This is an optimization exercise on Yosys and OpenROAD, whose aim is small area and few clock cycles, not a production implementation. Only simulation tests tie the RTL to the original design; equivalence was not proved. In every run shown here, the design's own scripts or RTL, not TritonCTS, make the clock network. No driver is modelled on the clock port, so clock power and skew are understated where the tree is cut down; a real chip needs a root buffer or a tree. Power figures rest on the tool's default switching activity, not on a simulated workload.

==> design.v <==
module fc_crc_byte (
    input  wire [15:0] crc_in,
    input  wire [7:0]  d,
    output wire [15:0] crc_out
);
    wire [15:0] r [0:8];
    assign r[0] = crc_in;
    genvar i;
    generate
        for (i = 0; i < 8; i = i + 1) begin : g_step
            wire fb = r[i][15] ^ d[7-i];
            assign r[i+1] = {r[i][14:12], r[i][11] ^ fb, r[i][10:5], r[i][4] ^ fb,
                             r[i][3:0], fb};
        end
    endgenerate
    assign crc_out = r[8];
endmodule
module fc_ripple #(parameter W = 8) (
    input  wire [W-1:0] a,
    input  wire [W-1:0] b,
    input  wire         ci,
    output wire [W-1:0] s,
    output wire         co
);
    wire [W:0] c;
    assign c[0] = ci;
    genvar i;
    generate
        for (i = 0; i < W; i = i + 1) begin : g_bit
            assign s[i]   = a[i] ^ b[i] ^ c[i];
            assign c[i+1] = (a[i] & b[i]) | (c[i] & (a[i] ^ b[i]));
        end
    endgenerate
    assign co = c[W];
endmodule
module fc_encoder (
    input  wire        clk,
    input  wire        rst,
    input  wire        mode,           
    input  wire        tx_valid,
    output wire        tx_ready,
    input  wire [15:0] tx_type,
    input  wire [15:0] tx_len,
    input  wire        txd_valid,
    output wire        txd_ready,
    input  wire [7:0]  txd_data,
    output wire        enc_valid,
    input  wire        enc_ready,
    output wire [7:0]  enc_data,
    output wire        enc_last
);
    localparam [3:0] S_IDLE = 4'd0,
                     S_SOF  = 4'd1,
                     S_H0   = 4'd2,
                     S_H1   = 4'd3,
                     S_H2   = 4'd4,
                     S_H3   = 4'd5,
                     S_PL   = 4'd6,
                     S_C0   = 4'd7,
                     S_C1   = 4'd8,
                     S_EOF  = 4'd9;
    reg [3:0]  state;
    reg        esc_phase;    
    reg [15:0] cnt;          
    reg        f_mode;
    reg [15:0] acc;
    reg        c;            
    reg        p;            
    reg [7:0] dbyte;
    always @(*) begin
        case (state)
            S_H2:    dbyte = cnt[15:8];
            S_H3:    dbyte = cnt[7:0];
            S_PL:    dbyte = txd_data;
            default: dbyte = 8'h00;
        endcase
    end
    wire [7:0] a_hi = acc[15:8];
    wire [7:0] b_lo = acc[7:0];
    wire [7:0] s;
    wire       co;
    fc_ripple #(8) u_add (.a(a_hi), .b(dbyte), .ci(c), .s(s), .co(co));
    wire [15:0] crc_nx;
    fc_crc_byte u_crc (.crc_in(acc), .d(dbyte), .crc_out(crc_nx));
    wire       a_ff   = (a_hi == 8'hFF);
    wire       b_ff   = (b_lo == 8'hFF);
    wire       sel_b  = p && (state == S_C0);
    wire [7:0] inc_in = sel_b ? b_lo : a_hi;
    wire       inc_ci = sel_b ? (c && a_ff) : c;
    wire [7:0] inc_s;
    fc_ripple #(8) u_inc (.a(inc_in), .b(8'h00), .ci(inc_ci), .s(inc_s), .co());
    wire       around = !sel_b && c && a_ff && b_ff;
    wire [7:0] cs_raw = {inc_s[7:1], inc_s[0] | around};
    wire       is_cs  = (state == S_C0) || (state == S_C1);
    wire [7:0] cs_byte = cs_raw ^ {8{f_mode}};
    wire       is_flag  = (state == S_SOF) || (state == S_EOF) || (state == S_IDLE);
    wire [7:0] tfix = {b_lo[3], b_lo[2], b_lo[1], b_lo[0] ^ b_lo[2] ^ b_lo[7],
                       b_lo[1] ^ b_lo[6], b_lo[0] ^ b_lo[5], b_lo[4], b_lo[3]};
    wire       t_crc1   = (state == S_H1) && !f_mode;
    wire       is_type  = (state == S_H0) || (state == S_H1);
    wire [7:0] type_byte = a_hi ^ (tfix & {8{t_crc1}});
    wire [7:0] cur_byte = is_cs ? cs_byte : is_flag ? 8'h7E :
                          is_type ? type_byte : dbyte;
    wire needs_esc = !is_flag && (cur_byte == 8'h7E || cur_byte == 8'h7D);
    assign enc_valid = (state != S_IDLE) && (state != S_PL || txd_valid);
    assign enc_data  = needs_esc ? (esc_phase ? (cur_byte ^ 8'h20) : 8'h7D) : cur_byte;
    assign enc_last  = (state == S_EOF);
    wire fire      = enc_valid && enc_ready;
    wire byte_done = fire && (!needs_esc || esc_phase);
    assign tx_ready  = (state == S_IDLE);
    assign txd_ready = (state == S_PL) && enc_ready && (!needs_esc || esc_phase);
    wire is_data   = (state == S_H0 || state == S_H1 || state == S_H2 ||
                      state == S_H3 || state == S_PL);
    wire sum_step  = byte_done && ((is_data && f_mode) || (state == S_C0 && !p));
    wire crc_step  = byte_done && is_data && !f_mode;
    always @(posedge clk) begin
        if (state == S_IDLE) begin
            acc <= tx_type;
            c   <= 1'b0;
            p   <= 1'b0;
        end else if (sum_step) begin
            acc <= {b_lo, s};
            c   <= co;
            p   <= ~p;
        end else if (crc_step) begin
            acc <= crc_nx;
        end
    end
    always @(posedge clk) begin
        if (rst) begin
            state     <= S_IDLE;
            esc_phase <= 1'b0;
        end else begin
            if (fire && needs_esc && !esc_phase)
                esc_phase <= 1'b1;
            else if (byte_done)
                esc_phase <= 1'b0;
            case (state)
                S_IDLE: if (tx_valid) begin
                    cnt    <= tx_len;
                    f_mode <= mode;
                    state  <= S_SOF;
                end
                S_SOF: if (byte_done) state <= S_H0;
                S_H0:  if (byte_done) state <= S_H1;
                S_H1:  if (byte_done) state <= S_H2;
                S_H2:  if (byte_done) state <= S_H3;
                S_H3:  if (byte_done) begin
                    cnt <= cnt - 16'd1;
                    state <= (cnt == 16'd0) ? S_C0 : S_PL;
                end
                S_PL:  if (byte_done) begin
                    cnt <= cnt - 16'd1;
                    if (cnt == 16'd0) state <= S_C0;
                end
                S_C0:  if (byte_done) state <= S_C1;
                S_C1:  if (byte_done) state <= S_EOF;
                S_EOF: if (byte_done) state <= S_IDLE;
                default: state <= S_IDLE;
            endcase
        end
    end
endmodule
module fc_decoder (
    input  wire        clk,
    input  wire        rst,
    input  wire        mode,           
    input  wire        rx_valid,
    input  wire [7:0]  rx_data,
    input  wire        rx_last,
    output wire        pl_valid,
    output wire [7:0]  pl_data,
    output reg         done,
    output reg  [2:0]  status,
    output wire [15:0] type_out,
    output wire [15:0] len_out,
    output wire        mode_flip       
);
    localparam [2:0] ST_OK       = 3'd0,
                     ST_NOFRAME  = 3'd1,
                     ST_DANGLING = 3'd2,
                     ST_HDRSHORT = 3'd3,
                     ST_LENSHORT = 3'd4,
                     ST_CHECKSUM = 3'd5;
    localparam [1:0] P_HUNT  = 2'd0,    
                     P_IN    = 2'd1,    
                     P_AFTER = 2'd2;    
    localparam [2:0] Q_PAY  = 3'd4,     
                     Q_CS1  = 3'd5,     
                     Q_FULL = 3'd6;     
    reg [1:0]  phase;
    reg        first;          
    reg [1:0]  tcode;          
    reg        esc_pending;
    reg [2:0]  pos;
    reg [15:0] cnt;            
    reg [15:0] f_type;
    reg [15:0] f_len;
    reg [15:0] crc;
    reg [15:0] sum;
    reg        c0;             
    reg        c8;             
    reg        bad;            
    wire [1:0] ph          = first ? P_HUNT : phase;
    wire       is_flag     = (rx_data == 8'h7E);
    wire       u_valid     = rx_valid && (ph == P_IN) && !is_flag &&
                             (esc_pending || rx_data != 8'h7D);
    wire [7:0] u_data      = {rx_data[7:6], rx_data[5] ^ esc_pending, rx_data[4:0]};
    wire       take        = u_valid && (pos != Q_FULL);
    wire       hdr         = !pos[2];
    wire       cnt_zero    = (cnt == 16'd0);
    wire       in_pl       = (pos == Q_PAY) && !cnt_zero;
    wire       cs0         = (pos == Q_PAY) && cnt_zero;
    wire       cs1         = (pos == Q_CS1);
    wire [1:0] rcode = (rx_data[7:2] == 6'b100000) ? rx_data[1:0] : 2'd3;
    assign pl_valid = take && in_pl;
    assign pl_data  = u_data;
    wire [15:0] crc_nx;
    fc_crc_byte u_crc (.crc_in(crc), .d(u_data), .crc_out(crc_nx));
    wire        lo   = hdr ? pos[0] : (f_len[0] ^ cnt[0]);
    wire        w_lo = cs1 || (lo && !cs0);
    wire [7:0]  w_l  = u_data & {8{w_lo}};
    wire [7:0]  w_h  = u_data & {8{!w_lo}};
    wire [15:0] sum_nx;
    wire        c0_nx, c8_nx;
    fc_ripple #(8) u_add_l (.a(sum[7:0]),  .b(w_l), .ci(c0), .s(sum_nx[7:0]),  .co(c8_nx));
    fc_ripple #(8) u_add_h (.a(sum[15:8]), .b(w_h), .ci(c8), .s(sum_nx[15:8]), .co(c0_nx));
    wire byte_ff = (u_data == 8'hFF);
    wire closed = (phase == P_AFTER);
    wire full   = (pos == Q_FULL);
    wire crc_ok = (crc == 16'd0);
    wire frm_ok = (sum[15:9] == 7'h7F) && (sum[8] ^ c8) &&
                  (sum[7:1] == 7'h7F) && (sum[0] ^ c0) && !bad;
    wire cs_any = crc_ok || frm_ok;
    always @(*) begin
        if (!closed)                status = (tcode == 2'd3) ? ST_NOFRAME : ST_OK;
        else if (esc_pending)       status = ST_DANGLING;
        else if (hdr)               status = ST_HDRSHORT;
        else if (!full)             status = ST_LENSHORT;
        else if (cs_any)            status = ST_OK;
        else                        status = ST_CHECKSUM;
    end
    assign mode_flip = done && closed && !esc_pending && full &&
                       cs_any && (mode ? !frm_ok : !crc_ok);
    assign type_out = closed ? f_type : {8'h00, 6'b100000, tcode};
    assign len_out  = closed ? f_len : 16'h0000;
    always @(posedge clk) begin
        if (rst) begin
            first <= 1'b1;
            done  <= 1'b0;
        end else begin
            done <= rx_valid && rx_last;
            if (rx_valid)
                first <= rx_last;
        end
    end
    always @(posedge clk) begin
        if (rx_valid) begin
            if (first)
                tcode <= rcode;
            case (ph)
                P_HUNT: begin
                    phase <= is_flag ? P_IN : P_HUNT;
                    if (is_flag) esc_pending <= 1'b0;
                end
                P_IN: if (is_flag) begin
                    phase <= P_AFTER;
                end else begin
                    phase <= P_IN;
                    if (esc_pending)
                        esc_pending <= 1'b0;
                    else if (rx_data == 8'h7D)
                        esc_pending <= 1'b1;
                end
                default: phase <= P_AFTER;
            endcase
        end
        if (rx_valid && ph == P_HUNT && is_flag) begin
            pos <= 3'd0;
            crc <= 16'h0000;
            sum <= 16'h0000;
            c0  <= 1'b0;
            c8  <= 1'b0;
        end else if (take) begin
            crc <= crc_nx;
            sum <= sum_nx;
            c0  <= c0_nx;
            c8  <= c8_nx;
            if (!in_pl)
                pos <= pos + 3'd1;
        end
        if (take) begin
            if (hdr)
                {f_type, f_len} <= {f_type[7:0], f_len, u_data};
            if (pos[2:1] == 2'b01)
                cnt <= {cnt[7:0], u_data};
            if (in_pl)
                cnt <= cnt - 16'd1;
            if (cs0)
                bad <= byte_ff && (sum != 16'h0000 || c0 || c8);
            if (cs1)
                bad <= bad && byte_ff;
        end
    end
endmodule
module frame_codec (
    input  wire        clk,
    input  wire        rst,
    input  wire        mode_wr,
    input  wire        mode_wdata,
    output wire        mode,
    input  wire        tx_valid,
    output wire        tx_ready,
    input  wire [15:0] tx_type,
    input  wire [15:0] tx_len,
    input  wire        txd_valid,
    output wire        txd_ready,
    input  wire [7:0]  txd_data,
    output wire        enc_valid,
    input  wire        enc_ready,
    output wire [7:0]  enc_data,
    output wire        enc_last,
    input  wire        rx_valid,
    input  wire [7:0]  rx_data,
    input  wire        rx_last,
    output wire        rxd_valid,
    output wire [7:0]  rxd_data,
    output wire        dec_done,
    output wire [2:0]  dec_status,
    output wire [15:0] dec_type,
    output wire [15:0] dec_len
);
    reg  mode_reg;
    reg  wr_last;
    wire mode_flip;
    wire mode_now = mode_reg ^ (mode_flip && !wr_last);
    always @(posedge clk) begin
        if (rst)
            mode_reg <= 1'b0;
        else if (mode_wr)
            mode_reg <= mode_wdata;
        else
            mode_reg <= mode_now;
        wr_last <= mode_wr;
    end
    assign mode = mode_now;
    fc_encoder u_enc (
        .clk       (clk),
        .rst       (rst),
        .mode      (mode_now),
        .tx_valid  (tx_valid),
        .tx_ready  (tx_ready),
        .tx_type   (tx_type),
        .tx_len    (tx_len),
        .txd_valid (txd_valid),
        .txd_ready (txd_ready),
        .txd_data  (txd_data),
        .enc_valid (enc_valid),
        .enc_ready (enc_ready),
        .enc_data  (enc_data),
        .enc_last  (enc_last)
    );
    fc_decoder u_dec (
        .clk       (clk),
        .rst       (rst),
        .mode      (mode_reg),
        .rx_valid  (rx_valid),
        .rx_data   (rx_data),
        .rx_last   (rx_last),
        .pl_valid  (rxd_valid),
        .pl_data   (rxd_data),
        .done      (dec_done),
        .status    (dec_status),
        .type_out  (dec_type),
        .len_out   (dec_len),
        .mode_flip (mode_flip)
    );
endmodule
==> flow/run.sh <==
#!/bin/bash
# Layout flow: the standard flow (standard.sh) with
#  - synthesis mapped by several area-oriented ABC scripts, keeping the
#    smallest netlist (flow/my_synth.tcl, flow/s*.script),
#  - power recovery after global routing (RECOVER_POWER=100), which downsizes
#    cells off the critical paths,
#  - port buffers of the smallest buffer cell, repair aiming at the
#    library limits themselves (CAP_MARGIN, SLEW_MARGIN 0 in config.mk),
#  - a clock tree made by hand (flow/manual_cts.tcl, sourced before ORFS's
#    CTS step, replaces clock_tree_synthesis): 6 clkbuf_16 leaf buffers,
#    each for a sixth of the registers, fed by one clkbuf_8.
# Each tool's output goes to a log file in this folder (ORFS's own logs
# stay under orfs/logs).
set -e
W=$(pwd)
sed "s#SYNTH_SCRIPT=[^ ]*#SYNTH_SCRIPT=$W/flow/my_synth.tcl#" standard.sh > my_standard.sh
export MY_ABC_SCRIPTS="$(ls $W/flow/s*.script | tr '\n' ' ')"
export RECOVER_POWER=100
export BUFFER_PORTS_ARGS="-buffer_cell sky130_fd_sc_hd__buf_1"
export PRE_CTS_TCL=$W/flow/manual_cts.tcl
export CTS_GROUPS=6
export CTS_CELL=sky130_fd_sc_hd__clkbuf_16
export CTS_ROOT=sky130_fd_sc_hd__clkbuf_8
bash my_standard.sh > standard.log 2>&1
==> flow/manual_cts.tcl <==
# Clock tree made by hand: the register clock pins are split by placement
# into CTS_GROUPS groups of nearly equal size (halving along x, then y, ...),
# and each group gets one clock buffer at the centre of its pins, driven
# straight from the clock port.
proc mcts_split {pins n axis} {
  if {$n <= 1 || [llength $pins] < 2} { return [list $pins] }
  set idx [expr {$axis eq "x" ? 1 : 2}]
  set sorted [lsort -real -index $idx $pins]
  set n1 [expr {$n / 2}]
  set k [expr {int(round([llength $sorted] * double($n1) / $n))}]
  set a [lrange $sorted 0 [expr {$k - 1}]]
  set b [lrange $sorted $k end]
  set nx [expr {$axis eq "x" ? "y" : "x"}]
  return [concat [mcts_split $a $n1 $nx] [mcts_split $b [expr {$n - $n1}] $nx]]
}
proc clock_tree_synthesis {args} {
  set ngroups [expr {[info exists ::env(CTS_GROUPS)] ? $::env(CTS_GROUPS) : 4}]
  set cell [expr {[info exists ::env(CTS_CELL)] ? $::env(CTS_CELL) : "sky130_fd_sc_hd__clkbuf_16"}]
  set block [ord::get_db_block]
  foreach clk [all_clocks] {
    foreach src [get_property $clk sources] {
      set net_name [get_full_name $src]
      set net [$block findNet $net_name]
      set pins {}
      foreach pin [get_pins -of_objects [get_nets $net_name]] {
        if {[get_property $pin direction] ne "input"} { continue }
        set it [sta::sta_to_db_pin $pin]
        set loc [[$it getInst] getLocation]
        lappend pins [list $pin [lindex $loc 0] [lindex $loc 1]]
      }
      set groups [mcts_split $pins $ngroups x]
      set gi 0
      foreach g $groups {
        set names {}
        set sx 0; set sy 0
        foreach p $g { lappend names [lindex $p 0]; set sx [expr {$sx + [lindex $p 1]}]; set sy [expr {$sy + [lindex $p 2]}] }
        set cnt [llength $g]
        set dbu [$block getDbUnitsPerMicron]
        set cx [expr {double($sx) / $cnt / $dbu}]
        set cy [expr {double($sy) / $cnt / $dbu}]
        puts "manual CTS: group $gi, $cnt clock pins, buffer at ($cx, $cy)"
        insert_buffer -buffer_cell $cell -net $net_name -load_pins $names \
          -location [list $cx $cy] -buffer_name "clkbuf_m_$gi" -net_name "clk_m_$gi"
        incr gi
      }
      if {[info exists ::env(CTS_ROOT)] && $::env(CTS_ROOT) ne ""} {
        set loads {}
        set sx 0; set sy 0
        foreach pin [get_pins -of_objects [get_nets $net_name]] {
          if {[get_property $pin direction] ne "input"} { continue }
          set loc [[[sta::sta_to_db_pin $pin] getInst] getLocation]
          set sx [expr {$sx + [lindex $loc 0]}]; set sy [expr {$sy + [lindex $loc 1]}]
          lappend loads $pin
        }
        set dbu [$block getDbUnitsPerMicron]
        set cx [expr {double($sx) / [llength $loads] / $dbu}]
        set cy [expr {double($sy) / [llength $loads] / $dbu}]
        puts "manual CTS: root buffer for [llength $loads] buffers at ($cx, $cy)"
        insert_buffer -buffer_cell $::env(CTS_ROOT) -net $net_name -load_pins $loads \
          -location [list $cx $cy] -buffer_name "clkbuf_m_root" -net_name "clk_m_root"
      }
    }
  }
  set_propagated_clock [all_clocks]
}
==> flow/my_synth.tcl <==
# synth_recipe.tcl, except that Yosys's abc maps the logic with each of the
# ABC scripts named in $MY_ABC_SCRIPTS (flow/s*.script) and keeps the
# smallest result. Registers are mapped before abc, so they come out as in
# the standard synthesis.
proc synth {args} { yosys synth -nofsm -noshare {*}$args }
proc abc_area_now {} {
  set libargs {}
  foreach lib $::env(LIB_FILES) { lappend libargs -liberty $lib }
  set s [tee -q -s result.string stat {*}$libargs]
  if {[regexp {Chip area for module '[^']*': ([0-9.]+)} $s -> a]} { return $a }
  return 1e18
}
proc abc {args} {
  set i [lsearch $args -script]
  if {$i < 0 || ![info exists ::env(MY_ABC_SCRIPTS)]} { yosys abc {*}$args; return }
  yosys design -save pre_abc
  set best 1e18
  foreach scr $::env(MY_ABC_SCRIPTS) {
    yosys design -load pre_abc
    set a $args
    lset a [expr {$i+1}] $scr
    yosys abc {*}$a
    set area [abc_area_now]
    puts "MY_ABC: $scr -> $area"
    if {$area < $best} { set best $area; yosys design -save best_abc }
  }
  yosys design -load best_abc
  puts "MY_ABC: kept $best"
}
source $::env(SCRIPTS_DIR)/synth.tcl
# left out here: clear keep_hierarchy, flatten, clean up, hide names made inside functions, write 1_2_yosys.v
==> flow/s01.script <==
strash
dc2
&get -n
&st
&dch
&nf -a
&put
topo
dnsize
==> flow/s02.script <==
strash
dc2
&get -n
&st
&dch
&nf -a -p -F 8 -A 4 -C 32
&put
topo
dnsize
==> flow/s03.script <==
strash
dc2
dch -f
map -a
amap
topo
dnsize
==> flow/s04.script <==
strash
dc2
&get -n
&st
&dch
&nf -a
&put
strash
dc2
&get -n
&st
&dch
&nf -a
&put
topo
dnsize
==> flow/s05.script <==
strash
dch
map -a
topo
dnsize
==> flow/s06.script <==
strash
dc2
&get -n
&st
&synch2
&nf -a -p
&put
topo
dnsize
==> flow/s07.script <==
strash
&get -n
&st
&dch
&nf -a
&put
topo
dnsize
==> flow/s08.script <==
strash
dc2
dc2
&get -n
&st
&dch -f
&nf -a -p
&put
topo
dnsize
==> flow/s09.script <==
strash
dc2
&get -n
&st
&dch
&nf -a -p -E 10
&put
topo
dnsize
==> flow/s10.script <==
strash
dc2
&get -n
&st
&dch
&nf -a -p -L 2
&put
topo
dnsize
==> flow/s11.script <==
strash
dc2
&get -n
&st
&dch
&nf -a -p -k
&put
strash
dch -f
map -a
topo
dnsize
==> flow/s12.script <==
strash
ifraig
dc2
&get -n
&st
&dch
&nf -a -p
&put
topo
dnsize
==> flow/s13.script <==
strash
dc2
&get -n
&st
&syn2
&dch
&nf -a -p
&put
topo
dnsize
==> flow/s14.script <==
strash
dc2
&get -n
&st
&dch
&nf -a -p
&put
strash
dc2
&get -n
&st
&dch
&nf -a -p
&put
strash
dc2
&get -n
&st
&dch
&nf -a -p
&put
topo
dnsize
==> flow/s15.script <==
strash
dc2
dch -f
map -a
strash
dc2
&get -n
&st
&dch
&nf -a -p
&put
topo
dnsize
==> flow/s16.script <==
strash
&get -n
&st
&deepsyn -T 10
&put
dc2
&get -n
&st
&dch
&nf -a -p
&put
strash
dc2
&get -n
&st
&dch
&nf -a -p
&put
topo
dnsize
==> flow/s17.script <==
strash
dc2
&get -n
&st
&dch
&nf -a -p -R 50
&put
topo
dnsize
==> flow/s18.script <==
strash
dc2
&get -n
&st
&dch
&nf -a -p
&put
strash
dc2
&get -n
&st
&dch
&nf -a -p
&put
strash
dc2
&get -n
&st
&dch
&nf -a -p
&put
strash
dc2
&get -n
&st
&dch
&nf -a -p
&put
topo
dnsize
==> standard.sh <==
#!/bin/bash
# synth_recipe.tcl (not shown) runs the flow's synth.tcl, then flattens the netlist and writes it again
# the make line also repeats each setting of config.mk as NAME=value (left out here)
make -C /OpenROAD-flow-scripts/flow DESIGN_CONFIG=/design/flow/config.mk WORK_HOME=/design/flow/orfs CLKGATE_MAP_FILE= SYNTH_SCRIPT=/design/flow/synth_recipe.tcl "${@:-finish}"
==> config.mk <==
export PLATFORM = sky130hd
export DESIGN_NAME = frame_codec
export DESIGN_NICKNAME = frame_codec
export VERILOG_FILES = /design/flow/design.v
export SDC_FILE = /design/flow/constraint.sdc
export NUM_CORES = 4
export LEC_CHECK = 0
export CAP_MARGIN = 0
export CORE_MARGIN = 2
export CORE_UTILIZATION = 55
export PLACE_DENSITY = 0.75
export SLEW_MARGIN = 0
==> constraint.sdc <==
create_clock -name core_clock -period 7.0 [get_ports {clk}]
set_input_delay 1.4000 -clock core_clock [delete_from_list [all_inputs] [get_ports {clk}]]
set_output_delay 1.4000 -clock core_clock [all_outputs]
set_load 0.01 [all_outputs]
==> out/qor.csv, run 1 <==
stage,metric,value,unit
yosys,syn_area,7840,um^2
global_route,grt_util_all_layers,0.2476,
critical_path,cpMostUsedCell,ha_1,
timing,fmax,164.3,MHz
yosys,avgSynthCellArea,9.515,um^2
critical_path,path_buf_inv,1,
clock_network,post_cts_buffers,0,
power_and_ir_drop,p_leak,2.967,nW
cells_and_area,diodes,0,
placed_design,detailed_place_hpwl,13.93,mm
floorplanning,ios,115,
critical_path,critPathCaptureType,output pin,
cells_and_area,fin_nets,1042,
critical_path,crit_cells,19,
yosys,synth_edf_count,87,
placed_design,port_buffers,114,
critical_path,cp_max_fo,12,
hold_path,min_path_type,reg2reg,
timing,finalHoldViolCount,0,
yosys,async_flop_share,0,
timing,whs,0.4473,ns
critical_path,r2r_end,u_dec.sum[7]$_SDFFE_PP0P_,
status,so_faults,"max-capacitance violations, max-slew violations",
floorplanning,start_util,0.5648,
power_and_ir_drop,total_power,3.337,mW
power_and_ir_drop,irDropWorstVdd,0.0002477,V
global_route,antenna_found_initial,0,
timing,rsz0062_at_grt,no,
clock_network,clock_latency,0.40,ns
critical_path,worst_path_dominant_cell_family,simple AND/OR/NAND/NOR gates,
critical_path,crit_chain,nand2_1 -> nor2_1 -> nand2_1 -> nor2_1 -> nor2_1 -> ha_1 -> ha_1 -> ha_1 -> ha_1 -> ha_1 -> ha_1 -> ha_1 -> xnor2_1 -> xnor2_1 -> o21ai_0 -> nand3b_1 -> nor4_1 -> o21bai_1 -> buf_1,
clock_network,post_cts_resized,0,
floorplanning,die_area,15230,um^2
cells_and_area,syn_to_final_growth,10.12,%
yosys,ys_seq_area_frac,0.4558,
cells_and_area,drive_gt1_frac,0.009534,
route,firstDrtPassIters,7,
timing,period_minus_slack,6.087,ns
floorplanning,core-area,13880,um^2
job,maxCapViolations,3,
timing,fin_tns_setup,0,ns
hold_path,min_to,u_dec.f_len[15]$_DFFE_PP_,
hold_path,min_from,u_dec.f_len[7]$_DFFE_PP_,
route,drc_errors,0,
route,vias,6563,
global_route,grt_overflow,0,
clock_network,path_clk_slew,0.10,ns
route,drt-vias-per-instance,5.839,
timing,tightest_slew,1.902,ns
cells_and_area,nFillCells,1243,
critical_path,crit_arrival,4.69,ns
global_route,grt_pass1_vias,6087,
cells_and_area,final_common_cell,nor2_1,
status,status,"complete, but fails checks",
critical_path,required,5.60,ns
timing,final-setup-viol-count,0,
cells_and_area,multi_input_area,4078,um^2
floorplanning,die_y,123.4,um
route,wl_per_cell,16.91,um
cells_and_area,seqCellArea,3573,um^2
route,postRouteAntennaNets,0,
placed_design,routabilityCongestion,0.9501,
timing,fin_worst_skew,0.01559,ns
floorplanning,rows,43,
critical_path,regToRegStartpoint,u_dec.cnt[8]$_DFFE_PP_,
critical_path,cp-start-kind,flip-flop,
yosys,yosysUniqueCellTypes,49,
cells_and_area,final_cell_mix,"121 x nor2_1, 108 x buf_1, 87 x edfxtp_1",
yosys,synth-main-ff-cell,edfxtp_1,
floorplanning,die_w,123.4,um
yosys,synth_fp_nets,920,
timing,relSlewSlack,-0.2730,
critical_path,slowest_delay,0.54,ns
power_and_ir_drop,p_per_area,386.5,nW/um^2
critical_path,reg2regPathDepth,17,
route,drtIter0Drc,635,
timing,report.final.slew_viol_count,101,
route,wl,19.01,mm
yosys,synthCells,824,
critical_path,slowest_stage,nor4_1,
timing,finalCritPeriodShare,0.8696,
hold_path,holdPathStages,0,
global_route,grt_max_degree,59,
critical_path,path_class,reg2out,
critical_path,r2r_setup_slack,1.19,ns
global_route,grt_pass1_wl,30.18,mm
clock_network,ctsHoldBuffers,0,
yosys,yosys_warnings,4,
yosys,ys_ff_latch,135,
[worst register-to-register path, cell delays in order (launching register included)]
cell	delay [ns]
edfxtp_1	0.46
or4_1	0.60
nor3b_1	0.35
nand3_1	0.16
o211ai_1	0.25
and2_0	0.54
nand2b_1	0.21
fa_1	0.19
clkinv_1	0.07
fa_1	0.42
fa_1	0.42
fa_1	0.44
fa_1	0.44
fa_1	0.40
clkinv_1	0.07
fa_1	0.19
fa_1	0.42
a21oi_1	0.12
[cells by family (layout without fill, tap and decap cells)]
family,count (synthesis),after routing,synth area share
and+or+nand+nor,329,329,0.2022
buffers and inverters,44,164,0.02442
DFF,135,135,0.4558
xor gates and xnor gates,78,78,0.08714
muxes,7,7,0.009735
AOI/OAI and AO/OA,192,192,0.1384
adders and majority gates,39,39,0.08235
[through the flow]
| stage | cells | util | instance area (um^2) | setup slack (ns) |
|---|---|---|---|---|
| after CTS | 1124 | 0.6237 | 8657 | 0.9554 |
| final | 1124 | 0.6220 | 8633 | 0.9127 |
| after detailed placement | 1117 | 0.6119 | 8493 | 1.263 |
| after global routing | 1124 | 0.6220 | 8633 | 0.3486 |
| after floorplan | 824 | - | 7840 | 1.731 |
| after global placement | 1117 | 0.6119 | 8493 | 1.458 |
[layer usage]
layer,share of wire,global-route usage
met2,0.47,0.3977
met3,0.069,0.02399
met1,0.44,0.3606
met5,0,0
met4,0.029,0.06463
[cells in the mapped netlist, types with 3 or more instances]
master	count	area, um^2
nor2_1	122	457.9
edfxtp_1	87	2613
a21oi_1	76	380.4
o21ai_0	67	335.3
nand2_1	61	229.0
dfxtp_1	48	960.9
xnor2_1	43	376.6
clkinv_1	37	138.9
xor2_1	35	306.5
and2_0	32	200.2
fa_1	21	420.4
ha_1	18	225.2
nor3_1	17	85.08
a31oi_1	15	93.84
nand2b_1	15	93.84
nand3_1	14	70.07
nor4_1	13	81.33
nand4_1	11	68.82
and3_1	9	56.30
nor2b_1	9	56.30
or3_1	9	56.30
buf_4	7	52.55
a22oi_1	5	37.54
mux2_1	5	56.30
or2_0	5	31.28
a222oi_1	4	40.04
a211oi_1	3	22.52
a21o_1	3	22.52
o211ai_1	3	22.52
o21a_1	3	22.52
o22ai_1	3	18.77
[area by class of cell, without the clock buffers]
cell class | instances | share of cell area
inverters | 37 | 0.01609
multi-input cells | 645 | 0.4723
flip-flops and latches | 135 | 0.4139
well taps | 180 | 0.02609
repair buffers | 120 | 0.05261
[power breakdown]
part           internal (mW)  total, mW  switching, mW
combinational          0.644       1.54          0.901
clock                  0.167      0.403          0.236
sequential              1.12       1.39          0.269
total                   1.93       3.34           1.41
[worst max-delay path by stage]
stage	start	to	slack, ns
3_5_place_dp	u_dec.cnt[8]$_DFFE_PP_	u_dec.sum[7]$_SDFFE_PP0P_	1.26
6_report	u_enc.state[1]$_SDFFE_PP0P_	enc_data[5]	0.91
3_3_place_gp	u_dec.cnt[8]$_DFFE_PP_	u_dec.sum[7]$_SDFFE_PP0P_	1.46
2_1_floorplan	u_dec.cnt[8]$_DFFE_PP_	u_dec.sum[7]$_SDFFE_PP0P_	1.73
4_1_cts	u_enc.state[1]$_SDFFE_PP0P_	enc_data[5]	0.96
5_1_grt	u_enc.state[1]$_SDFFE_PP0P_	enc_data[5]	0.35
Testbench counts, summed over its fixed seeds: cycles 22,351.
==> inputs of run 2 (changes only) <==
==> flow/run.sh (replaced) <==
#!/bin/bash
# Layout flow: the standard flow (standard.sh) with
#  - synthesis mapped by several area-oriented ABC scripts, keeping the
#    smallest netlist (flow/my_synth.tcl, flow/s*.script),
#  - port buffers of the smallest buffer cell, repair aiming at the
#    library limits themselves (CAP_MARGIN, SLEW_MARGIN 0 in config.mk),
#  - a clock tree made by hand (flow/manual_cts.tcl, sourced before ORFS's
#    CTS step, replaces clock_tree_synthesis): 6 buf_12 leaf buffers,
#    each for a sixth of the registers, fed by one clkbuf_8.
# Each tool's output goes to a log file in this folder (ORFS's own logs
# stay under orfs/logs).
set -e
W=$(pwd)
sed "s#SYNTH_SCRIPT=[^ ]*#SYNTH_SCRIPT=$W/flow/my_synth.tcl#" standard.sh > my_standard.sh
export MY_ABC_SCRIPTS="$(ls $W/flow/s*.script | tr '\n' ' ')"
export BUFFER_PORTS_ARGS="-buffer_cell sky130_fd_sc_hd__buf_1"
export PRE_CTS_TCL=$W/flow/manual_cts.tcl
export CTS_GROUPS=6
export CTS_CELL=sky130_fd_sc_hd__buf_12
export CTS_ROOT=sky130_fd_sc_hd__clkbuf_8
bash my_standard.sh > standard.log 2>&1
==> out/qor.csv, run 2 <==
stage,metric,value,unit,change
yosys,synth_fp_nets,920,,unchanged
yosys,async_flop_share,0,,unchanged
placed_design,port_buffers,114,,unchanged
job,maxCapViolations,0,,-3
critical_path,path_class,reg2out,,
yosys,yosys_warnings,4,,unchanged
timing,finalHoldViolCount,0,,unchanged
floorplanning,die_w,123.4,um,unchanged
power_and_ir_drop,p_leak,2.969,nW,about the same
route,drtIter0Drc,507,,-20%
critical_path,critPathCaptureType,output pin,,
route,postRouteAntennaNets,0,,unchanged
critical_path,crit_arrival,4.68,ns,about the same
timing,period_minus_slack,6.084,ns,-0.002871 ns
placed_design,place_inst,1117,,unchanged
global_route,grt_overflow,0,,unchanged
power_and_ir_drop,total_power,3.326,mW,-0.33%
clock_network,ctsHoldBuffers,0,,unchanged
clock_network,clock_latency,0.39,ns,about the same
timing,finalCritPeriodShare,0.8692,,about the same
timing,fin_tns_setup,0,ns,unchanged
status,status,finished clean,,
floorplanning,die_y,123.4,um,unchanged
clock_network,path_clk_slew,0.10,ns,about the same
global_route,grt_util_all_layers,0.2464,,-0.001113
yosys,synth_edf_count,87,,unchanged
yosys,synth-main-ff-cell,edfxtp_1,,
timing,final-setup-viol-count,0,,unchanged
yosys,syn_area,7840,um^2,unchanged
timing,report.final.slew_viol_count,0,,-100%
route,drc_errors,0,,unchanged
global_route,grt_pass1_wl,30.05,mm,-0.43%
yosys,yosysMostFrequentCell,nor2_1,,
critical_path,r2r_setup_slack,1.22,ns,+0.03 ns
power_and_ir_drop,irDropWorstVdd,0.0002468,V,-0.37%
yosys,synth_area_leaders,"edfxtp_1 33%, dfxtp_1 12%, nor2_1 5.8%",,
critical_path,cp-start-kind,flip-flop,,
timing,tightest_slew,1.217,ns,-0.6854 ns
floorplanning,die_area,15230,um^2,unchanged
route,wl,18.90,mm,-0.59%
timing,fmax,164.4,MHz,about the same
yosys,avgSynthCellArea,9.515,um^2,unchanged
cells_and_area,final_cell_mix,"120 x nor2_1, 114 x buf_1, 87 x edfxtp_1",,
floorplanning,ios,115,,unchanged
power_and_ir_drop,p_per_area,385.6,nW/um^2,-0.26%
yosys,ys_ff_latch,135,,unchanged
yosys,synthTopCellsByCount,"122 x nor2_1, 87 x edfxtp_1, 76 x a21oi_1",,
cells_and_area,drive_gt1_frac,0.01695,,+0.007415
cells_and_area,diodes,0,,unchanged
timing,rsz0062_at_grt,no,,
global_route,grt_pass1_vias,6084,,-0.049%
route,wl_per_cell,16.81,um,-0.59%
placed_design,detailed_place_hpwl,13.93,mm,unchanged
critical_path,reg2regPathDepth,17,,unchanged
placed_design,routabilityCongestion,0.9501,,unchanged
timing,fin_worst_skew,0.01662,ns,+0.001034 ns
yosys,yosys.area.top_type_share,0.3332,,unchanged
hold_path,holdPathStages,0,,unchanged
yosys,ys_seq_area_frac,0.4558,,unchanged
floorplanning,start_util,0.5648,,unchanged
critical_path,cp_max_fo,12,,unchanged
floorplanning,core-area,13880,um^2,unchanged
route,drt-vias-per-instance,5.810,,-0.49%
clock_network,post_cts_buffers,0,,unchanged
global_route,antenna_found_initial,0,,unchanged
clock_network,post_cts_resized,0,,unchanged
yosys,synth_top_cell_by_area,edfxtp_1,,
timing,whs,0.4477,ns,+0.0004260 ns
route,vias,6531,,-0.49%
timing,relSlewSlack,0.1863,,+0.4593
cells_and_area,instances_no_fill,1124,,unchanged
cells_and_area,fin_nets,1042,,unchanged
cells_and_area,final_common_cell,nor2_1,,
floorplanning,rows,43,,unchanged
global_route,grt_max_degree,59,,unchanged
hold_path,min_path_type,reg2reg,,
yosys,yosysUniqueCellTypes,49,,unchanged
cells_and_area,syn_to_final_growth,10.04,%,about the same
route,firstDrtPassIters,9,,+2
yosys,synthCells,824,,unchanged
critical_path,required,5.60,ns,about the same
-- run 2: cell counts after synthesis --
No cell type changed its count.
-- run 2: logic make-up after synthesis --
kind of cell | Yosys count | synth area share
buffers and inverters | 44 | 0.02442
DFF | 135 | 0.4558
and+or+nand+nor | 329 | 0.2022
adders and majority gates | 39 | 0.08235
muxes | 7 | 0.009735
xor gates and xnor gates | 78 | 0.08714
AOI/OAI and AO/OA | 192 | 0.1384
-- run 2: worst max-delay path: stages (launching register included) --
cell,delay [ns]
dfxtp_1,0.49
nand2_1,0.15
nor2_1,0.18
nand2_1,0.31
nor2_1,0.19
nor2_1,0.05
ha_1,0.19
ha_1,0.20
ha_1,0.20
ha_1,0.20
ha_1,0.21
ha_1,0.20
ha_1,0.18
xnor2_1,0.17
xnor2_1,0.13
o21ai_0,0.12
nand3b_1,0.23
nor4_1,0.53
o21bai_1,0.19
buf_1,0.16
-- run 2: layout make-up, without the clock buffers --
class / count / area (um^2)
Sequential cell: 135 / 3573
Timing Repair Buffer: 120 / 473.0
Inverter: 37 / 138.9
Multi-Input combinational cell: 645 / 4083
Fill cell: 1242 / 5254
Tap cell: 180 / 225.2
-- run 2: path summary, 6_finish.rpt --
| kind | startpoint | end |
|---|---|---|
| min reg2reg | u_dec.f_len[7]$_DFFE_PP_ | u_dec.f_len[15]$_DFFE_PP_ |
| max | u_enc.state[1]$_SDFFE_PP0P_ | enc_data[5] |
| max reg2reg | u_dec.cnt[8]$_DFFE_PP_ | u_dec.sum[7]$_SDFFE_PP0P_ |
| min | u_dec.f_len[7]$_DFFE_PP_ | u_dec.f_len[15]$_DFFE_PP_ |
-- run 2: routing by layer --
layer,global-route usage,up-vias,share of wire
met5,0,-,0
met1,0.3619,3049,0.44
li1,-,3172,-
met4,0.06534,0,0.028
met3,0.01891,41,0.068
met2,0.3956,269,0.46
-- run 2: metrics by stage --
step | setup WS (ns) | util | instance area (um^2)
floorplan | 1.731 | - | 7840
global placement | 1.458 | 0.6119 | 8493
detailed placement | 1.263 | 0.6119 | 8493
CTS | 0.9719 | 0.6215 | 8627
global route | 0.3635 | 0.6215 | 8627
finish | 0.9156 | 0.6215 | 8627
-- run 2: report_power, final --
part / switching, mW / total [mW] / internal [mW]
Sequential: 0.268 / 1.39 / 1.12
Clock: 0.241 / 0.388 / 0.147
Combinational: 0.903 / 1.55 / 0.647
==> inputs of run 3 (changes only) <==
--- a/design.v
+++ b/design.v
@@ -230,6 +230,7 @@
     wire full   = (pos == Q_FULL);
     wire crc_ok = (crc == 16'd0);
-    wire frm_ok = (sum[15:9] == 7'h7F) && (sum[8] ^ c8) &&
-                  (sum[7:1] == 7'h7F) && (sum[0] ^ c0) && !bad;
+    wire t_ffff = (sum[15:9] == 7'h7F) && (sum[8] ^ c8) &&
+                  (sum[7:1] == 7'h7F) && (sum[0] ^ c0);
+    wire frm_ok = t_ffff && !bad;
     wire cs_any = crc_ok || frm_ok;
     always @(*) begin
@@ -298,7 +299,5 @@
                 cnt <= cnt - 16'd1;
             if (cs0)
-                bad <= byte_ff && (sum != 16'h0000 || c0 || c8);
-            if (cs1)
-                bad <= bad && byte_ff;
+                bad <= byte_ff && t_ffff;
         end
     end
--- a/flow/run.sh
+++ b/flow/run.sh
@@ -6,5 +6,5 @@
 #    library limits themselves (CAP_MARGIN, SLEW_MARGIN 0 in config.mk),
 #  - a clock tree made by hand (flow/manual_cts.tcl, sourced before ORFS's
-#    CTS step, replaces clock_tree_synthesis): 6 buf_12 leaf buffers,
+#    CTS step, replaces clock_tree_synthesis): 6 clkbuf_16 leaf buffers,
 #    each for a sixth of the registers, fed by one clkbuf_8.
 # Each tool's output goes to a log file in this folder (ORFS's own logs
@@ -17,5 +17,5 @@
 export PRE_CTS_TCL=$W/flow/manual_cts.tcl
 export CTS_GROUPS=6
-export CTS_CELL=sky130_fd_sc_hd__buf_12
+export CTS_CELL=sky130_fd_sc_hd__clkbuf_16
 export CTS_ROOT=sky130_fd_sc_hd__clkbuf_8
 bash my_standard.sh > standard.log 2>&1
==> out/qor.csv, run 3 <==
stage,metric,value,unit,change
cells_and_area,drive_gt1_frac,0.02845,,+0.01150
route,drc_errors,0,,unchanged
floorplanning,die_w,123.1,um,-0.27%
yosys,synthCells,785,,-4.7%
global_route,grt_pass1_wl,31.04,mm,+3.3%
global_route,grt_pass1_vias,6013,,-1.2%
global_route,antenna_found_initial,0,,unchanged
route,wl,19.31,mm,+2.2%
power_and_ir_drop,p_leak,3.027,nW,+1.9%
critical_path,path_class,reg2out,,
placed_design,detailed_place_hpwl,14.23,mm,+2.1%
status,status,finished clean,,
floorplanning,rows,43,,unchanged
critical_path,r2r_end,u_dec.sum[7]$_SDFFE_PP0P_,,
yosys,synth_top_cell_by_area,edfxtp_1,,
cells_and_area,post-route-util,0.6258,,+0.004327
yosys,synth_xor_area_frac,0.06596,,-0.02118
cells_and_area,fin_nets,1012,,-2.9%
timing,finalHoldViolCount,0,,unchanged
critical_path,r2r_setup_slack,1.47,ns,+0.25 ns
critical_path,critPathCaptureType,output pin,,
timing,relSlewSlack,0.2936,,+0.1073
critical_path,reg2regPathDepth,17,,unchanged
yosys,synth_fp_nets,881,,-4.2%
hold_path,holdPathStages,0,,unchanged
timing,report.final.slew_viol_count,0,,unchanged
route,firstDrtPassIters,6,,-3
timing,fin_worst_skew,0.008976,ns,-0.007648 ns
hold_path,min_from,u_dec.f_type[2]$_DFFE_PP_,,
placed_design,routabilityCongestion,0.9739,,+2.5%
critical_path,worst_path_dominant_cell_family,simple AND/OR/NAND/NOR gates,,
yosys,syn_area,7796,um^2,-0.56%
critical_path,cp_max_fo,13,,+1
cells_and_area,nFillCells,1191,,-4.1%
power_and_ir_drop,internal_power,1.815,mW,-5.2%
critical_path,crit_chain,and4b_1 -> nand2_1 -> nand2_1 -> o21ai_0 -> ha_1 -> ha_1 -> ha_1 -> ha_1 -> ha_1 -> ha_1 -> ha_1 -> o221ai_1 -> a21oi_1 -> nand4bb_1 -> nor4_1 -> or2_0 -> buf_1,,
timing,period_minus_slack,6.368,ns,+0.2834 ns
placed_design,place_ws,1.146,ns,-0.1179 ns
critical_path,cpMostUsedCell,ha_1,,
yosys,ys_ff_latch,135,,unchanged
floorplanning,start_util,0.5617,,-0.003155
yosys,synth_top_family_by_area,simple AND/OR/NAND/NOR gates,,
route,vias,6477,,-0.83%
yosys,synth-compound-area-share,0.1475,,+0.009123
hold_path,min_to,u_dec.f_type[10]$_DFFE_PP_,,
global_route,grt_util_all_layers,0.2557,,+0.009309
power_and_ir_drop,switchingPower,1.257,mW,-11%
floorplanning,die_area,15140,um^2,-0.53%
yosys,avgSynthCellArea,9.931,um^2,+4.4%
critical_path,cp-start-kind,flip-flop,,
cells_and_area,syn_to_final_growth,11.43,%,
cells_and_area,final_common_cell,buf_1,,
critical_path,regToRegStartpoint,u_dec.cnt[6]$_DFFE_PP_,,
timing,final-setup-viol-count,0,,unchanged
power_and_ir_drop,p_sw_frac,0.4091,,-0.01548
placed_design,port_buffers,114,,unchanged
clock_network,path_clk_slew,0.09,ns,about the same
timing,fmax,157.0,MHz,-4.5%
yosys,ys_seq_area_frac,0.4584,,+0.002560
floorplanning,die_y,123.1,um,-0.27%
clock_network,clock_latency,0.41,ns,+0.02 ns
yosys,synth_edf_count,87,,unchanged
cells_and_area,final_cell_mix,"114 x buf_1, 87 x edfxtp_1, 79 x nand2_1",,
yosys,synth_area_leaders,"edfxtp_1 34%, dfxtp_1 12%, fa_1 5.4%",,
power_and_ir_drop,pwr-share-seq,0.446,,+0.028
critical_path,slowest_stage,nor4_1,,
power_and_ir_drop,clkPwrFrac,0.131,,+0.014
power_and_ir_drop,irDropWorstVdd,0.0002382,V,-3.5%
power_and_ir_drop,total_power,3.072,mW,-7.6%
yosys,yosysUniqueCellTypes,56,,+14%
yosys,muxShareOfSynthArea,0.01139,,+0.001660
route,wl_per_cell,17.65,um,+5.0%
hold_path,min_path_type,reg2reg,,
route,drt-vias-per-instance,5.920,,+1.9%
timing,tightest_slew,1.057,ns,-0.1597 ns
yosys,synthAdderAreaFrac,0.08281,,+0.0004626
critical_path,slowest_delay,0.72,ns,+0.19 ns
yosys,yosysMostFrequentCell,edfxtp_1,,
yosys,yosys_warnings,4,,unchanged
timing,finalCritPeriodShare,0.9097,,+0.04048
yosys,synthTopCellsByCount,"87 x edfxtp_1, 79 x nand2_1, 78 x nor2_1",,
power_and_ir_drop,p_comb_frac,0.422,,-0.044
cells_and_area,diodes,0,,unchanged
timing,rsz0062_at_grt,no,,
clock_network,ctsHoldBuffers,0,,unchanged
power_and_ir_drop,p_per_area,353.6,nW/um^2,-8.3%
global_route,grt_max_degree,35,,-41%
floorplanning,core-area,13880,um^2,unchanged
global_route,grt_overflow,0,,unchanged
critical_path,required,5.60,ns,about the same
yosys,synth-main-ff-cell,edfxtp_1,,
floorplanning,ios,115,,unchanged
route,postRouteAntennaNets,0,,unchanged
yosys,yosys.area.top_type_share,0.3351,,+0.001872
critical_path,path_buf_inv,1,,unchanged
clock_network,post_cts_buffers,0,,unchanged
critical_path,crit_arrival,4.97,ns,+0.29 ns
clock_network,post_cts_resized,0,,unchanged
job,maxCapViolations,0,,unchanged
route,drtIter0Drc,588,,+16%
timing,worst_slack,0.6322,ns,-0.2834 ns
yosys,synth_simple_gate_area_frac,0.2075,,+0.005308
timing,fin_tns_setup,0,ns,unchanged
yosys,async_flop_share,0,,unchanged
run 3: cell type report, without the clock buffers:
cell class | instances | area, um^2 | share of cell area
flip-flops and latches | 135 | 3573 | 0.4113
well taps | 180 | 225.2 | 0.02593
multi-input cells | 602 | 4030 | 0.4639
inverters | 41 | 153.9 | 0.01772
repair buffers | 129 | 540.5 | 0.06222
run 3: worst register-to-register path, cell delays in order, from the launching register on:
cell and delay, ns:
edfxtp_1 0.47, nor4_1 0.58, nand4_1 0.29, nor2b_1 0.19
o21ai_0 0.10, o22a_1 0.39, nand2_1 0.19, fa_1 0.20
clkinv_1 0.09, fa_1 0.43, fa_1 0.44, fa_1 0.44
fa_1 0.43, fa_1 0.40, clkinv_1 0.08, fa_1 0.20
fa_1 0.41, o21ai_0 0.15
run 3: routing by layer:
metal / vias to the layer above / global-route usage / wire length [um] / share of wire
met5: - / 0 / 0 / 0
met4: 0 / 0.04474 / 371 / 0.019
met3: 27 / 0.02399 / 1483 / 0.077
met2: 255 / 0.3988 / 8486 / 0.44
met1: 3070 / 0.3935 / 8973 / 0.46
li1: 3125 / - / - / -
run 3: power by group through the flow:
stage,Clock [mW],Combinational [mW],Sequential [mW]
global placement,0,1.26,1.37
detailed placement,0,1.29,1.38
CTS,0.412,1.30,1.36
finish,0.404,1.30,1.37
floorplan,0,0.964,1.29
global route,0.437,1.47,1.40
run 3: stage by stage:
stage	std cells	hold WS [ns]	cell area, um^2
finish	1094	0.4470	8687
CTS	1094	0.4494	8687
global placement	1087	0.4226	8523
floorplan	785	0.4168	7796
detailed placement	1087	0.4282	8523
global route	1094	0.4551	8687
run 3: cells by family (layout without fill, tap and decap cells):
logic type	after synthesis	after routing
xor gates and xnor gates	57	57
muxes	8	8
AOI/OAI and AO/OA	177	177
and+or+nand+nor	321	321
buffers and inverters	48	177
DFF	135	135
adders and majority gates	39	39
run 3: worst max-delay path by stage:
| stage | start | endpoint | slack [ns] | cells after the start |
|---|---|---|---|---|
| final | u_enc.state[0]$_SDFFE_PP0P_ | enc_data[0] | 0.63 | 17 |
| after global routing | u_enc.state[2]$_SDFFE_PP0P_ | enc_data[0] | 0.30 | 17 |
| after detailed placement | u_enc.state[0]$_SDFFE_PP0P_ | enc_data[0] | 1.15 | 17 |
| after floorplan | rx_data[7] | u_dec.crc[5]$_SDFFE_PP0P_ | 0.40 | 8 |
| after global placement | u_enc.state[0]$_SDFFE_PP0P_ | enc_data[0] | 1.30 | 17 |
| after CTS | u_enc.state[0]$_SDFFE_PP0P_ | enc_data[0] | 0.67 | 17 |
Testbench counts of run 3, summed over its fixed seeds: cycles 22,351.
==> inputs of run 4 (changes only) <==
--- a/flow/run.sh
+++ b/flow/run.sh
@@ -6,6 +6,6 @@
 #    library limits themselves (CAP_MARGIN, SLEW_MARGIN 0 in config.mk),
 #  - a clock tree made by hand (flow/manual_cts.tcl, sourced before ORFS's
-#    CTS step, replaces clock_tree_synthesis): 6 clkbuf_16 leaf buffers,
-#    each for a sixth of the registers, fed by one clkbuf_8.
+#    CTS step, replaces clock_tree_synthesis): 6 buf_12 leaf buffers,
+#    each for a sixth of the registers, fed by one clkbuf_4.
 # Each tool's output goes to a log file in this folder (ORFS's own logs
 # stay under orfs/logs).
@@ -17,5 +17,5 @@
 export PRE_CTS_TCL=$W/flow/manual_cts.tcl
 export CTS_GROUPS=6
-export CTS_CELL=sky130_fd_sc_hd__clkbuf_16
-export CTS_ROOT=sky130_fd_sc_hd__clkbuf_8
+export CTS_CELL=sky130_fd_sc_hd__buf_12
+export CTS_ROOT=sky130_fd_sc_hd__clkbuf_4
 bash my_standard.sh > standard.log 2>&1
==> out/qor.csv, run 4 <==
stage,metric,value,unit,change
critical_path,crit_arrival,5.06,ns,+0.09 ns
cells_and_area,drive_gt1_frac,0.02845,,unchanged
critical_path,slowest_stage,nor4_1,,
yosys,async_flop_share,0,,unchanged
critical_path,slowest_delay,0.73,ns,about the same
global_route,antenna_found_initial,1,,+1
route,drt-vias-per-instance,5.903,,-0.29%
timing,fmax,154.7,MHz,-1.5%
power_and_ir_drop,total_power,3.047,mW,-0.79%
clock_network,post_cts_resized,0,,unchanged
global_route,grt_max_degree,35,,unchanged
yosys,yosysMostFrequentCell,edfxtp_1,,
hold_path,holdPathStages,0,,unchanged
critical_path,crit_chain,and4b_1 -> nand2_1 -> nand2_1 -> o21ai_0 -> ha_1 -> ha_1 -> ha_1 -> ha_1 -> ha_1 -> ha_1 -> ha_1 -> o221ai_1 -> a21oi_1 -> nand4bb_1 -> nor4_1 -> or2_0 -> buf_1,,
yosys,syn_area,7796,um^2,unchanged
yosys,synth_edf_count,87,,unchanged
critical_path,path_class,reg2out,,
floorplanning,start_util,0.5617,,unchanged
floorplanning,die_y,123.1,um,unchanged
timing,fin_worst_skew,0.01224,ns,+0.003259 ns
yosys,ys_ff_latch,135,,unchanged
critical_path,required,5.60,ns,about the same
timing,finalCritPeriodShare,0.9232,,+0.01351
power_and_ir_drop,internal_power,1.787,mW,-1.5%
global_route,grt_overflow,0,,unchanged
cells_and_area,fin_nets,1012,,unchanged
critical_path,path_buf_inv,1,,unchanged
hold_path,min_path_type,reg2reg,,
timing,whs,0.4475,ns,+0.0004810 ns
power_and_ir_drop,switchingPower,1.260,mW,+0.30%
critical_path,cp_max_fo,13,,unchanged
power_and_ir_drop,p_sw_frac,0.4136,,+0.004501
floorplanning,die_w,123.1,um,unchanged
cells_and_area,final_common_cell,buf_1,,
hold_path,min_to,u_dec.f_type[10]$_DFFE_PP_,,
yosys,synthTopCellsByCount,"87 x edfxtp_1, 79 x nand2_1, 78 x nor2_1",,
placed_design,place_ws,1.146,ns,unchanged
critical_path,r2r_setup_slack,1.45,ns,-0.02 ns
power_and_ir_drop,p_comb_frac,0.425,,+0.003
power_and_ir_drop,p_per_area,352.2,nW/um^2,-0.41%
job,maxCapViolations,0,,unchanged
yosys,yosys_warnings,4,,unchanged
critical_path,regToRegStartpoint,u_enc.state[0]$_SDFFE_PP0P_,,
hold_path,min_from,u_dec.f_type[2]$_DFFE_PP_,,
critical_path,cpMostUsedCell,ha_1,,
route,firstDrtPassIters,7,,+1
timing,rsz0062_at_grt,no,,
route,drc_errors,0,,unchanged
power_and_ir_drop,pwr-share-seq,0.451,,+0.005
cells_and_area,instances_no_fill,1095,,+0.091%
yosys,yosysUniqueCellTypes,56,,unchanged
power_and_ir_drop,irDropWorstVdd,0.0002318,V,-2.7%
power_and_ir_drop,clkPwrFrac,0.124,,-0.007
yosys,synth_area_leaders,"edfxtp_1 34%, dfxtp_1 12%, fa_1 5.4%",,
power_and_ir_drop,p_leak,3.007,nW,-0.67%
timing,worst_slack,0.5376,ns,-0.09459 ns
clock_network,ctsHoldBuffers,0,,unchanged
floorplanning,rows,43,,unchanged
clock_network,clock_latency,0.49,ns,+0.08 ns
placed_design,place_inst,1087,,unchanged
yosys,yosys.area.top_type_share,0.3351,,unchanged
placed_design,port_buffers,114,,unchanged
placed_design,routabilityCongestion,0.9739,,unchanged
placed_design,detailed_place_hpwl,14.23,mm,unchanged
cells_and_area,nFillCells,1192,,+0.084%
timing,tightest_slew,1.057,ns,-0.00004429 ns
timing,period_minus_slack,6.462,ns,+0.09459 ns
timing,relSlewSlack,0.2937,,about the same
yosys,synthCells,785,,unchanged
global_route,grt_pass1_wl,30.75,mm,-0.93%
floorplanning,ios,115,,unchanged
timing,finalHoldViolCount,0,,unchanged
route,wl,19.29,mm,-0.14%
cells_and_area,fin_area,8653,um^2,-0.39%
yosys,avgSynthCellArea,9.931,um^2,unchanged
critical_path,critPathCaptureType,output pin,,
cells_and_area,final_cell_mix,"114 x buf_1, 87 x edfxtp_1, 79 x nand2_1",,
critical_path,r2r_end,u_enc.acc[9]$_DFFE_PP_,,
clock_network,path_clk_slew,0.09,ns,about the same
placed_design,placed_area,8523,um^2,unchanged
critical_path,worst_path_dominant_cell_family,simple AND/OR/NAND/NOR gates,,
route,vias,6464,,-0.20%
global_route,grt_util_all_layers,0.2539,,-0.001858
timing,fin_tns_setup,0,ns,unchanged
route,postRouteAntennaNets,0,,unchanged
yosys,synth_top_cell_by_area,edfxtp_1,,
clock_network,post_cts_buffers,0,,unchanged
floorplanning,die_area,15140,um^2,unchanged
global_route,grt_pass1_vias,5998,,-0.25%
yosys,ys_seq_area_frac,0.4584,,unchanged
floorplanning,core-area,13880,um^2,unchanged
route,drtIter0Drc,597,,+1.5%
cells_and_area,syn_to_final_growth,10.99,%,
critical_path,crit_start,u_enc.state[0]$_SDFFE_PP0P_,,
yosys,synth_fp_nets,881,,unchanged
critical_path,cp-start-kind,flip-flop,,
timing,report.final.slew_viol_count,0,,unchanged
timing,final-setup-viol-count,0,,unchanged
critical_path,reg2regPathDepth,19,,+2
status,status,finished clean,,
route,wl_per_cell,17.61,um,-0.24%
cells_and_area,post-route-util,0.6234,,-0.002434
yosys,synth-main-ff-cell,edfxtp_1,,
run 4: power groups by stage:
stage                     Combinational [mW]  Sequential, mW  Clock, mW
after floorplan                        0.964            1.29          0
after global placement                  1.26            1.37          0
after detailed placement                1.29            1.38          0
after CTS                               1.30            1.36      0.386
after global routing                    1.47            1.40      0.411
final                                   1.30            1.37      0.377
run 4: logic make-up (layout without fill, tap and decap cells):
| kind of cell | after synthesis | after routing | synth area share |
|---|---|---|---|
| flip-flops | 135 | 135 | 0.4584 |
| buffers and inverters | 48 | 177 | 0.02648 |
| AO/OA/AOI/OAI | 177 | 177 | 0.1475 |
| adder cells (fa/ha/maj) | 39 | 39 | 0.08281 |
| multiplexers | 8 | 8 | 0.01140 |
| other | 0 | 1 | 0 |
| XOR/XNOR | 57 | 57 | 0.06596 |
| AND/OR/NAND/NOR | 321 | 321 | 0.2075 |
run 4: routing by layer:
metal | track usage | share of wire
met1 | 0.3879 | 0.46
met3 | 0.02768 | 0.079
met4 | 0.04830 | 0.020
met5 | 0 | 0
met2 | 0.3943 | 0.44
run 4: cell type report, without the clock buffers:
cell class | instances | area (um^2) | share of cell area
Antenna cell | 1 | 2.502 | 0.0002892
Multi-Input combinational cell | 602 | 4030 | 0.4657
Sequential cell | 135 | 3573 | 0.4130
Inverter | 41 | 153.9 | 0.01778
Tap cell | 180 | 225.2 | 0.02603
Timing Repair Buffer | 129 | 540.5 | 0.06246
run 4: worst max path at each step:
stage | depth (start not counted) | slack (ns) | endpoint
2_1_floorplan | 8 | 0.40 | u_dec.crc[5]$_SDFFE_PP0P_
3_3_place_gp | 17 | 1.30 | enc_data[0]
3_5_place_dp | 17 | 1.15 | enc_data[0]
4_1_cts | 17 | 0.59 | enc_data[0]
5_1_grt | 17 | 0.22 | enc_data[0]
6_report | 17 | 0.54 | enc_data[0]

static timing again, ports no longer ideal:
Ports are ideal in the flow. The routed layouts listed here were re-timed in OpenROAD. Step 1 (the two cells are an assumption about what drives the block):
set clk [get_ports {clk}]
set_driving_cell -lib_cell sky130_fd_sc_hd__clkbuf_16 $clk
set_driving_cell -lib_cell sky130_fd_sc_hd__buf_2 [delete_from_list [all_inputs] $clk]
Step 2 also shifts input and output timing later by t, the mid clock arrival at the registers, as if the neighbouring blocks saw the same clock. a / b / c = ideal / step 1 / step 2; a / b = the first two.
run | t (ns) | setup WS [ns] | worst setup path at the end | clock arrival spread, ns | pins driven straight from the clock port
run 1 | 0.429 | 0.913 / 0.880 / 1.191 | register to register | 0.017 / 0.017 | 1
run 2 | 0.414 | 0.916 / 0.883 / 1.219 | register to register | 0.017 / 0.018 | 1
run 3 | 0.443 | 0.632 / 0.597 / 1.040 | register to output | 0.011 / 0.012 | 1
run 4 | 0.517 | 0.538 / 0.504 / 1.021 | register to output | 0.012 / 0.012 | 1
